This design comes from an exercise in tuning for small area on the open sky130 flow, not from production work. At most, simulation tests tie the RTL to the original design; equivalence was not proved. Power is estimated from default activity; no workload was simulated.

// grbl_stepper
module grbl_stepper (
    input  wire        clk,
    input  wire        rst,
    input  wire [5:0]  cfg_invert_mask,
    input  wire        cfg_invert_enable,
    input  wire [15:0] cfg_accel_period,
    input  wire [31:0] cfg_min_rate,
    input  wire        tick,
    input  wire        pulse_reset,
    input  wire        cmd_valid,
    input  wire [7:0]  cmd,
    input  wire [3:0]  seg_head,
    input  wire [2:0]  blk_head,
    output reg  [6:0]  mem_addr,
    input  wire [31:0] mem_rdata,
    output reg  [5:0]  pins,
    output reg         disable_line,
    output reg         tick_enabled,
    output reg  [1:0]  run_state,
    output reg         cycle_stop,
    output reg  [3:0]  fault,
    output reg  [3:0]  seg_tail,
    output reg  [2:0]  blk_tail,
    output reg  [31:0] pos_x,
    output reg  [31:0] pos_y,
    output reg  [31:0] pos_z
);
Settings: LEC_CHECK=0, CAP_MARGIN=0, CORE_MARGIN=2, CORE_UTILIZATION=65, PLACE_DENSITY=0.75, SLEW_MARGIN=0; clock period 12.5 ns.
standard.sh (not shown) runs the stock make flow with config.mk's settings and CLKGATE_MAP_FILE= SYNTH_SCRIPT=/design/flow/synth_recipe.tcl, a recipe that flattens the netlist after the stock synthesis.
==> flow/flow/run.sh <==
#!/bin/bash
# Standard ORFS layout with three changes:
# - after synthesis, OpenROAD's restructure re-maps the combinational logic
#   for area (with a copy of the library that leaves out the don't-use cells);
# - the port buffers are the smallest buffer cell (repair may upsize them);
# - the clock tree uses smaller buffers, larger sink clusters, no dummy loads.
set -euo pipefail
export BUFFER_PORTS_ARGS="-buffer_cell sky130_fd_sc_hd__buf_1"
export CTS_ARGS="-sink_clustering_enable -repair_clock_nets -buf_list {sky130_fd_sc_hd__clkbuf_4 sky130_fd_sc_hd__clkbuf_8} -sink_clustering_size 20 -sink_clustering_max_diameter 60 -dont_use_dummy_load"
bash standard.sh synth > synth.log 2>&1
python3 flow/filter_lib.py "$FLOW_HOME/platforms/sky130hd/lib/sky130_fd_sc_hd__tt_025C_1v80.lib" \
    restructure.lib 'sky130_fd_sc_hd__lpflow_*' 'sky130_fd_sc_hd__probe*' > filter_lib.log 2>&1
mkdir -p restructure_work
openroad -no_init -exit flow/restructure.tcl > restructure.log 2>&1
touch "orfs/results/$FLOW_PLATFORM/grbl_stepper/base/1_synth.sdc"
bash standard.sh > standard.log 2>&1
Other scripts of this flow, unchanged in this note and not shown: flow/flow/filter_lib.py, flow/flow/restructure.tcl
The starting point finished with timing, DRC and antenna clean.
Then changed:
--- a/flow/flow/run.sh
+++ b/flow/flow/run.sh
@@ -7,5 +7,5 @@
 set -euo pipefail
 export BUFFER_PORTS_ARGS="-buffer_cell sky130_fd_sc_hd__buf_1"
-export CTS_ARGS="-sink_clustering_enable -repair_clock_nets -buf_list {sky130_fd_sc_hd__clkbuf_4 sky130_fd_sc_hd__clkbuf_8} -sink_clustering_size 20 -sink_clustering_max_diameter 60 -dont_use_dummy_load"
+export CTS_ARGS="-sink_clustering_enable -repair_clock_nets -buf_list {sky130_fd_sc_hd__clkbuf_4 sky130_fd_sc_hd__clkbuf_8} -sink_clustering_size 16 -sink_clustering_max_diameter 50 -dont_use_dummy_load"
 bash standard.sh synth > synth.log 2>&1
 python3 flow/filter_lib.py "$FLOW_HOME/platforms/sky130hd/lib/sky130_fd_sc_hd__tt_025C_1v80.lib" \
- CORE_UTILIZATION: 65 -> 40
- PLACE_DENSITY: 0.75 -> unset
Result: Flip-flop and latch count does not change. Total power rises by 6.8%. Routed wire length rises by about 10%. Sequential share of layout area went down by 1.5 points. Cell area went up by 3.0%.
Then changed:
- CORE_UTILIZATION: 40 -> 75
- PLACE_DENSITY: unset -> 0.85
=> Clock power shrinks by about a fifth. Wire length came out lower by roughly a tenth. Sequential share of layout area is higher by 1.6 points. Non-clock buffer count shrinks by 20. Global-route usage came out higher by 17 points. Fmax came out lower by a few percent. Cell count is lower by roughly a tenth. Die area decreases by well over a third. Total power went down by a few percent. Critical path depth came out lower by 3.
Then changed:
- CORE_UTILIZATION: 75 -> 65
- PLACE_DENSITY: 0.85 -> 0.75
=> The new run finished clean. Register-to-register slack stays flat. First-iteration DRC count falls by 22%. Wire length grows by 5.0%. Synthesized cell count stays the same. Worst setup slack is better by 0.13 ns. Final cell count goes up by 1.7%. Design area rose by 1.1%. Power rose by 4.2%.

========
Setup of exp/fjord:
grbl_stepper, a different RTL version from the one above (not shown whole).
For scale: roughly 230 I/O pins.
Design grbl_stepper, start of the top module:
module grbl_stepper (
    input  wire        clk,
    input  wire        rst,
    input  wire [5:0]  cfg_invert_mask,
    input  wire        cfg_invert_enable,
    input  wire [15:0] cfg_accel_period,
    input  wire [31:0] cfg_min_rate,
    input  wire        tick,
    input  wire        pulse_reset,
    input  wire        cmd_valid,
    input  wire [7:0]  cmd,
    input  wire [3:0]  seg_head,
    input  wire [2:0]  blk_head,
    output reg  [6:0]  mem_addr,
    input  wire [31:0] mem_rdata,
    output reg  [5:0]  pins,
    output reg         disable_line,
    output reg         tick_enabled,
    output reg  [1:0]  run_state,
    output reg         cycle_stop,
    output reg  [3:0]  fault,
    output reg  [3:0]  seg_tail,
    output reg  [2:0]  blk_tail,
    output reg  [31:0] pos_x,
    output reg  [31:0] pos_y,
    output reg  [31:0] pos_z
);
Settings: LEC_CHECK=0, CAP_MARGIN=20, CORE_MARGIN=2, CORE_UTILIZATION=40, SLEW_MARGIN=20; clock period 12.5 ns.
run.sh (not shown) runs the stock make flow with config.mk's settings and CLKGATE_MAP_FILE= SYNTH_SCRIPT=/design/flow/synth_recipe.tcl, a recipe that flattens the netlist after the stock synthesis.
Stock flow here: none of the scripts above is used.
## Diff of input files: exp/pepper against exp/fjord
==> flow/flow/run.sh (new file) <==
#!/bin/bash
# Standard ORFS layout with two changes: the port buffers are the smallest
# buffer cell (repair may still upsize them), and the clock tree is built
# from small clock buffers with larger sink clusters and no dummy loads.
set -euo pipefail
export BUFFER_PORTS_ARGS="-buffer_cell sky130_fd_sc_hd__buf_1"
export CTS_ARGS="-sink_clustering_enable -repair_clock_nets -buf_list {sky130_fd_sc_hd__clkbuf_4 sky130_fd_sc_hd__clkbuf_8} -sink_clustering_size 20 -sink_clustering_max_diameter 80 -dont_use_dummy_load"
bash standard.sh > standard.log 2>&1
==> flow/standard.sh (new file) <==
#!/bin/bash
# synth_recipe.tcl (not shown) runs the flow's synth.tcl, then flattens the netlist and writes it again
# the make line also repeats each setting of config.mk as NAME=value (left out here)
make -C /OpenROAD-flow-scripts/flow DESIGN_CONFIG=/design/flow/config.mk WORK_HOME=/design/flow/orfs CLKGATE_MAP_FILE= SYNTH_SCRIPT=/design/flow/synth_recipe.tcl "${@:-finish}"
removed: flow/run.sh
==> run summary <==
- exp/pepper finished every stage and its layout cleared the timing, DRC and antenna checks.
- exp/pepper: total wire length after detailed routing is about 3% lower than what exp/fjord reported.
- Relative to exp/fjord, the switching power of exp/pepper is lower by about 22%.
- For the clock period minus worst slack, exp/pepper came in 0.42 ns lower than exp/fjord did.
Relative to exp/pepper, the following input files were edited for exp/cedar:
Settings: ABC_AREA now 1, previously not set; CTS_BUF_LIST now sky130_fd_sc_hd__clkbuf_2 sky130_fd_sc_hd__clkbuf_4, previously not set.
==> flow/run.sh (new file) <==
#!/bin/bash
# synth_recipe.tcl (not shown) runs the flow's synth.tcl, then flattens the netlist and writes it again
# the make line also repeats each setting of config.mk as NAME=value (left out here)
make -C /OpenROAD-flow-scripts/flow DESIGN_CONFIG=/design/flow/config.mk WORK_HOME=/design/flow/orfs CLKGATE_MAP_FILE= SYNTH_SCRIPT=/design/flow/synth_recipe.tcl finish
removed: flow/flow/run.sh
removed: flow/standard.sh
Findings:
- exp/cedar finished every stage and its layout cleared the timing, DRC and antenna checks.
- Comparing exp/cedar and exp/pepper, the higher count of clock-buffer cells in the layout was measured on exp/cedar.
- Taking exp/pepper as the reference point, the share of the core filled with cells in the final layout of exp/cedar rises by 5.3 points.
- Higher relative contribution of sequential cells to total power was reported by exp/pepper, not exp/cedar.
- Diff exp/pepper -> exp/cedar: number of diodes lower; post-synthesis to final-layout area growth higher; final critical delay including setup and external delays higher; largest stage delay on the critical path higher.
- Summary of the comparison: sequential share of layout area is lower in exp/cedar, relative to exp/pepper.
- The estimated power of exp/cedar ends up higher than the estimate for exp/pepper.
- Number of non-filler instances in the completed layout ended up 461 higher on exp/cedar than on exp/pepper.
- Taking exp/pepper as the reference point, the required time reported for the critical path endpoint of exp/cedar rises by 0.18 ns.
No run of this note included a check of the RTL's function; only the layout flow was run.

========
grbl_stepper, a different RTL version from the one above (not shown whole).
Size in the first run: ~230 I/O pins, roughly 15000 um2 of cells after synthesis.
==> flow/config.mk <==
export PLATFORM = sky130hd
export DESIGN_NAME = grbl_stepper
export DESIGN_NICKNAME = grbl_stepper
export VERILOG_FILES = /design/flow/design.v
export SDC_FILE = /design/flow/constraint.sdc
export NUM_CORES = 4
export LEC_CHECK = 0
export ABC_AREA = 1
export CAP_MARGIN = 0
export CORE_MARGIN = 2
export CORE_UTILIZATION = 40
export SLEW_MARGIN = 0
==> flow/constraint.sdc <==
create_clock -name core_clock -period 12.5 [get_ports {clk}]
set_input_delay 2.5000 -clock core_clock [delete_from_list [all_inputs] [get_ports {clk}]]
set_output_delay 2.5000 -clock core_clock [all_outputs]
set_load 0.01 [all_outputs]
standard.sh (not shown) runs the stock make flow with config.mk's settings and CLKGATE_MAP_FILE= SYNTH_SCRIPT=/design/flow/synth_recipe.tcl, a recipe that flattens the netlist after the stock synthesis.
==> flow/flow/run.sh <==
#!/bin/bash
# Standard ORFS layout with three changes:
# - after synthesis, OpenROAD's restructure re-maps the combinational logic
#   for area (with a copy of the library that leaves out the don't-use cells);
# - the port buffers are the smallest buffer cell (repair may upsize them);
# - the clock tree uses smaller buffers, larger sink clusters, no dummy loads.
set -euo pipefail
export BUFFER_PORTS_ARGS="-buffer_cell sky130_fd_sc_hd__buf_1"
export CTS_ARGS="-sink_clustering_enable -repair_clock_nets -buf_list {sky130_fd_sc_hd__clkbuf_4 sky130_fd_sc_hd__clkbuf_8} -sink_clustering_size 16 -sink_clustering_max_diameter 50 -dont_use_dummy_load"
bash standard.sh synth > synth.log 2>&1
python3 flow/filter_lib.py "$FLOW_HOME/platforms/sky130hd/lib/sky130_fd_sc_hd__tt_025C_1v80.lib" \
    restructure.lib 'sky130_fd_sc_hd__lpflow_*' 'sky130_fd_sc_hd__probe*' > filter_lib.log 2>&1
mkdir -p restructure_work
openroad -no_init -exit flow/restructure.tcl > restructure.log 2>&1
touch "orfs/results/$FLOW_PLATFORM/grbl_stepper/base/1_synth.sdc"
bash standard.sh > standard.log 2>&1
==> flow/flow/filter_lib.py <==
#!/usr/bin/env python3
# Copy a liberty file without the named cells (shell-style patterns).
import fnmatch, re, sys
src, dst = sys.argv[1], sys.argv[2]
pats = sys.argv[3:]
text = open(src).read()
out = []
pos = 0
for m in re.finditer(r'\n\s*cell\s*\(\s*"?([\w]+)"?\s*\)\s*\{', text):
    if m.start() < pos:
        continue
    name = m.group(1)
    if not any(fnmatch.fnmatch(name, p) for p in pats):
        continue
    # find the matching closing brace
    depth = 0
    i = m.end() - 1
    while True:
        c = text[i]
        if c == '{':
            depth += 1
        elif c == '}':
            depth -= 1
            if depth == 0:
                break
        i += 1
    out.append(text[pos:m.start()])
    pos = i + 1
out.append(text[pos:])
open(dst, 'w').write(''.join(out))
==> flow/flow/restructure.tcl <==
# Area recovery on the synthesized netlist: OpenROAD's restructure re-maps
# the combinational logic with ABC for area (registers are kept as they are).
set res orfs/results/$::env(FLOW_PLATFORM)/grbl_stepper/base
read_liberty $::env(FLOW_HOME)/platforms/sky130hd/lib/sky130_fd_sc_hd__tt_025C_1v80.lib
read_db $res/1_synth.odb
read_sdc $res/1_synth.sdc
source $::env(FLOW_HOME)/platforms/sky130hd/setRC.tcl
report_design_area
restructure -target area -liberty_file restructure.lib \
    -tielo_port sky130_fd_sc_hd__conb_1/LO -tiehi_port sky130_fd_sc_hd__conb_1/HI \
    -work_dir restructure_work -abc_logfile restructure_abc.log
report_design_area
report_wns
write_db $res/1_synth.odb
The first run ran to the end with no violations.
Change:
ABC_AREA = default   (was 1)
What happened: Wire length increases by 5.9%. Area after synthesis increases by 1.6%. Die area increases by 1.6%. Flip-flop and latch count does not change.
Change:
==> flow/flow/run.sh (replaced) <==
#!/bin/bash
# Standard ORFS layout with two changes: the port buffers are the smallest
# buffer cell (repair may still upsize them), and the clock tree is built
# from smaller clock buffers with larger sink clusters and no dummy loads.
set -euo pipefail
export BUFFER_PORTS_ARGS="-buffer_cell sky130_fd_sc_hd__buf_1"
export CTS_ARGS="-sink_clustering_enable -repair_clock_nets -buf_list {sky130_fd_sc_hd__clkbuf_4 sky130_fd_sc_hd__clkbuf_8} -sink_clustering_size 16 -sink_clustering_max_diameter 50 -dont_use_dummy_load"
bash standard.sh > standard.log 2>&1
ABC_AREA = 1   (was default)
removed: flow/flow/filter_lib.py
removed: flow/flow/restructure.tcl
=> Register-to-register slack gains 0.71 ns; die area rises by 6.6%; clock power falls by 4.0%; cell area rises by 3.8%; count of clock-buffer cells in the layout falls by 3; utilization falls by 1.7 points.

========
Setup of the previous run:
Another version of the RTL of grbl_stepper (not shown whole).
Size: roughly 230 I/O pins, ~15,000 um^2 of cells after synthesis.
==> flow/config.mk <==
export PLATFORM = sky130hd
export DESIGN_NAME = grbl_stepper
export DESIGN_NICKNAME = grbl_stepper
export VERILOG_FILES = /design/flow/design.v
export SDC_FILE = /design/flow/constraint.sdc
export NUM_CORES = 4
export LEC_CHECK = 0
export CAP_MARGIN = 0
export CORE_MARGIN = 2
export CORE_UTILIZATION = 65
export PLACE_DENSITY = 0.75
export SLEW_MARGIN = 0
==> flow/constraint.sdc <==
create_clock -name core_clock -period 12.5 [get_ports {clk}]
set_input_delay 2.5000 -clock core_clock [delete_from_list [all_inputs] [get_ports {clk}]]
set_output_delay 2.5000 -clock core_clock [all_outputs]
set_load 0.01 [all_outputs]
==> flow/flow/run.sh <==
#!/bin/bash
# Standard ORFS layout with three changes:
# - after synthesis, OpenROAD's restructure re-maps the combinational logic
#   for area (with a copy of the library that leaves out the don't-use cells);
# - the port buffers are the smallest buffer cell (repair may upsize them);
# - the clock tree uses smaller buffers, larger sink clusters, no dummy loads.
set -euo pipefail
export BUFFER_PORTS_ARGS="-buffer_cell sky130_fd_sc_hd__buf_1"
export CTS_ARGS="-sink_clustering_enable -repair_clock_nets -buf_list {sky130_fd_sc_hd__clkbuf_4 sky130_fd_sc_hd__clkbuf_8} -sink_clustering_size 16 -sink_clustering_max_diameter 50 -dont_use_dummy_load"
bash standard.sh synth > synth.log 2>&1
python3 flow/filter_lib.py "$FLOW_HOME/platforms/sky130hd/lib/sky130_fd_sc_hd__tt_025C_1v80.lib" \
    restructure.lib 'sky130_fd_sc_hd__lpflow_*' 'sky130_fd_sc_hd__probe*' > filter_lib.log 2>&1
mkdir -p restructure_work
openroad -no_init -exit flow/restructure.tcl > restructure.log 2>&1
touch "orfs/results/$FLOW_PLATFORM/grbl_stepper/base/1_synth.sdc"
bash standard.sh > standard.log 2>&1
Other scripts of this flow, unchanged in this note and not shown: flow/flow/filter_lib.py, flow/flow/restructure.tcl
#### Input delta (the current run over the previous run)
- PLACE_DENSITY changed from 0.75 to 0.85
- CORE_UTILIZATION changed from 65 to 75
Findings:
Diff the previous run -> the current run | placement row count | down by a little under 10%
In terms of area of all placed cells without fillers, the previous run and the current run differ only marginally.
Looking at cell at the slowest stage of the critical path, the buf_4 result is from the current run; the nor2_1 one comes from the previous run.
[diff] worst setup margin, the current run relative to the previous run: regression
The current run has completed all stages; timing, DRC and antenna checks passed.
Synthesized cell count: the previous run vs the current run identical
In the current run, wire length is higher than in the previous run.

========
Another version of the RTL of grbl_stepper (not shown whole).
Size: ~330 flip-flops, about 230 I/O pins, ~17000 µm² of cells after synthesis.
Settings: LEC_CHECK=0, CAP_MARGIN=20, CORE_MARGIN=2, CORE_UTILIZATION=40, SLEW_MARGIN=20; clock period 12.5 ns.
==> flow/flow/run.sh <==
#!/bin/bash
# Standard ORFS layout with two changes: the port buffers are the smallest
# buffer cell (repair may still upsize them), and the clock tree is built
# from smaller clock buffers with larger sink clusters and no dummy loads.
set -euo pipefail
export BUFFER_PORTS_ARGS="-buffer_cell sky130_fd_sc_hd__buf_1"
export CTS_ARGS="-sink_clustering_enable -repair_clock_nets -buf_list {sky130_fd_sc_hd__clkbuf_8} -sink_clustering_size 12 -sink_clustering_max_diameter 60 -dont_use_dummy_load"
bash standard.sh > standard.log 2>&1
Then changed:
--- a/flow/flow/run.sh
+++ b/flow/flow/run.sh
@@ -6,3 +6,3 @@
 export BUFFER_PORTS_ARGS="-buffer_cell sky130_fd_sc_hd__buf_1"
-export CTS_ARGS="-sink_clustering_enable -repair_clock_nets -buf_list {sky130_fd_sc_hd__clkbuf_8} -sink_clustering_size 12 -sink_clustering_max_diameter 60 -dont_use_dummy_load"
+export CTS_ARGS="-sink_clustering_enable -repair_clock_nets -buf_list {sky130_fd_sc_hd__clkbuf_4 sky130_fd_sc_hd__clkbuf_8} -sink_clustering_size 16 -sink_clustering_max_diameter 50 -dont_use_dummy_load"
 bash standard.sh > standard.log 2>&1
--- a/flow/config.mk
+++ b/flow/config.mk
@@ -7,2 +7,3 @@
 export LEC_CHECK = 0
+export ABC_AREA = 1
 export CAP_MARGIN = 20
What happened: The new run went through all stages and came out clean. Synthesized cell count came out higher by 14%. Maximum frequency came out lower by 3.7%. Wire length came out higher by 1.8%. Via count came out higher by 5.5%. Sequential share of layout area came out higher by 0.21 points.
Then changed:
--- a/flow/config.mk
+++ b/flow/config.mk
@@ -8,5 +8,5 @@
 export ABC_AREA = 1
-export CAP_MARGIN = 20
+export CAP_MARGIN = 0
 export CORE_MARGIN = 2
 export CORE_UTILIZATION = 40
-export SLEW_MARGIN = 20
+export SLEW_MARGIN = 0
Cell count is about the same.
Global-route usage barely changes.
Non-clock buffer count is lower by 3.
Combinational power is about the same.
Setup slack degrades by 0.23 ns.
Die area stays the same.
Wire length is lower slightly.
Area after synthesis is unchanged.
Power is about the same.
Clock skew is lower by 0.016 ns.
Core utilization is lower by 0.14 points.

-- afterwards: timing with drivers on the ports --
Ports are ideal in the flow. The routed layouts listed here were re-timed in OpenROAD.
Step 1 assumes that a clkbuf_16 drives the clock port and a buf_2 every other input.
Step 2 also shifts input and output timing later by t, the mid clock arrival at the registers, as if the neighbouring blocks saw the same clock.
Three values: ideal ports, drivers, drivers and shift; two values: the first two.
run | shift t [ns] | slack for setup (ns) | clock arrival spread, ns | worst register clock-pin slew, ns
the first run of note 1 | 0.600 | 1.422 / 1.451 / 0.852 | 0.131 / 0.131 | 0.12 / 0.12
the second run of note 1 | 0.625 | 1.321 / 1.349 / 0.724 | 0.097 / 0.098 | 0.10 / 0.10
the third run of note 1 | 0.625 | 1.058 / 1.086 / 0.461 | 0.077 / 0.076 | 0.10 / 0.10
the fourth run of note 1 | 0.577 | 1.190 / 1.215 / 0.638 | 0.065 / 0.064 | 0.10 / 0.10
exp/fjord | 0.604 | 2.699 / 2.730 / 2.126 | 0.018 / 0.018 | 0.06 / 0.06
exp/pepper | 0.637 | 3.118 / 3.102 / 2.465 | 0.065 / 0.066 | 0.12 / 0.12
exp/cedar | 0.824 | 3.013 / 2.998 / 2.175 | 0.054 / 0.055 | 0.08 / 0.08
the first run of note 3 | 0.623 | 0.649 / 0.674 / 0.051 | 0.071 / 0.071 | 0.10 / 0.10
the second run of note 3 | 0.632 | 1.520 / 1.542 / 0.910 | 0.079 / 0.078 | 0.10 / 0.10
the third run of note 3 | 0.635 | 2.243 / 2.258 / 1.623 | 0.085 / 0.085 | 0.10 / 0.10
the previous run | 0.604 | 1.920 / 1.934 / 1.330 | 0.071 / 0.072 | 0.10 / 0.10
the current run | 0.619 | 1.701 / 1.726 / 1.106 | 0.076 / 0.075 | 0.10 / 0.10
the first run of note 5 | 0.623 | 3.335 / 3.360 / 2.737 | 0.104 / 0.104 | 0.09 / 0.09
the second run of note 5 | 0.641 | 2.988 / 3.007 / 2.366 | 0.110 / 0.110 | 0.10 / 0.10
the third run of note 5 | 0.647 | 2.756 / 2.770 / 2.123 | 0.094 / 0.094 | 0.10 / 0.10
After both steps setup and hold are still met in every run listed. For exp/cedar, which loses most, drivers alone change the setup slack by -0.015 ns; drivers and shift together by -0.838 ns.
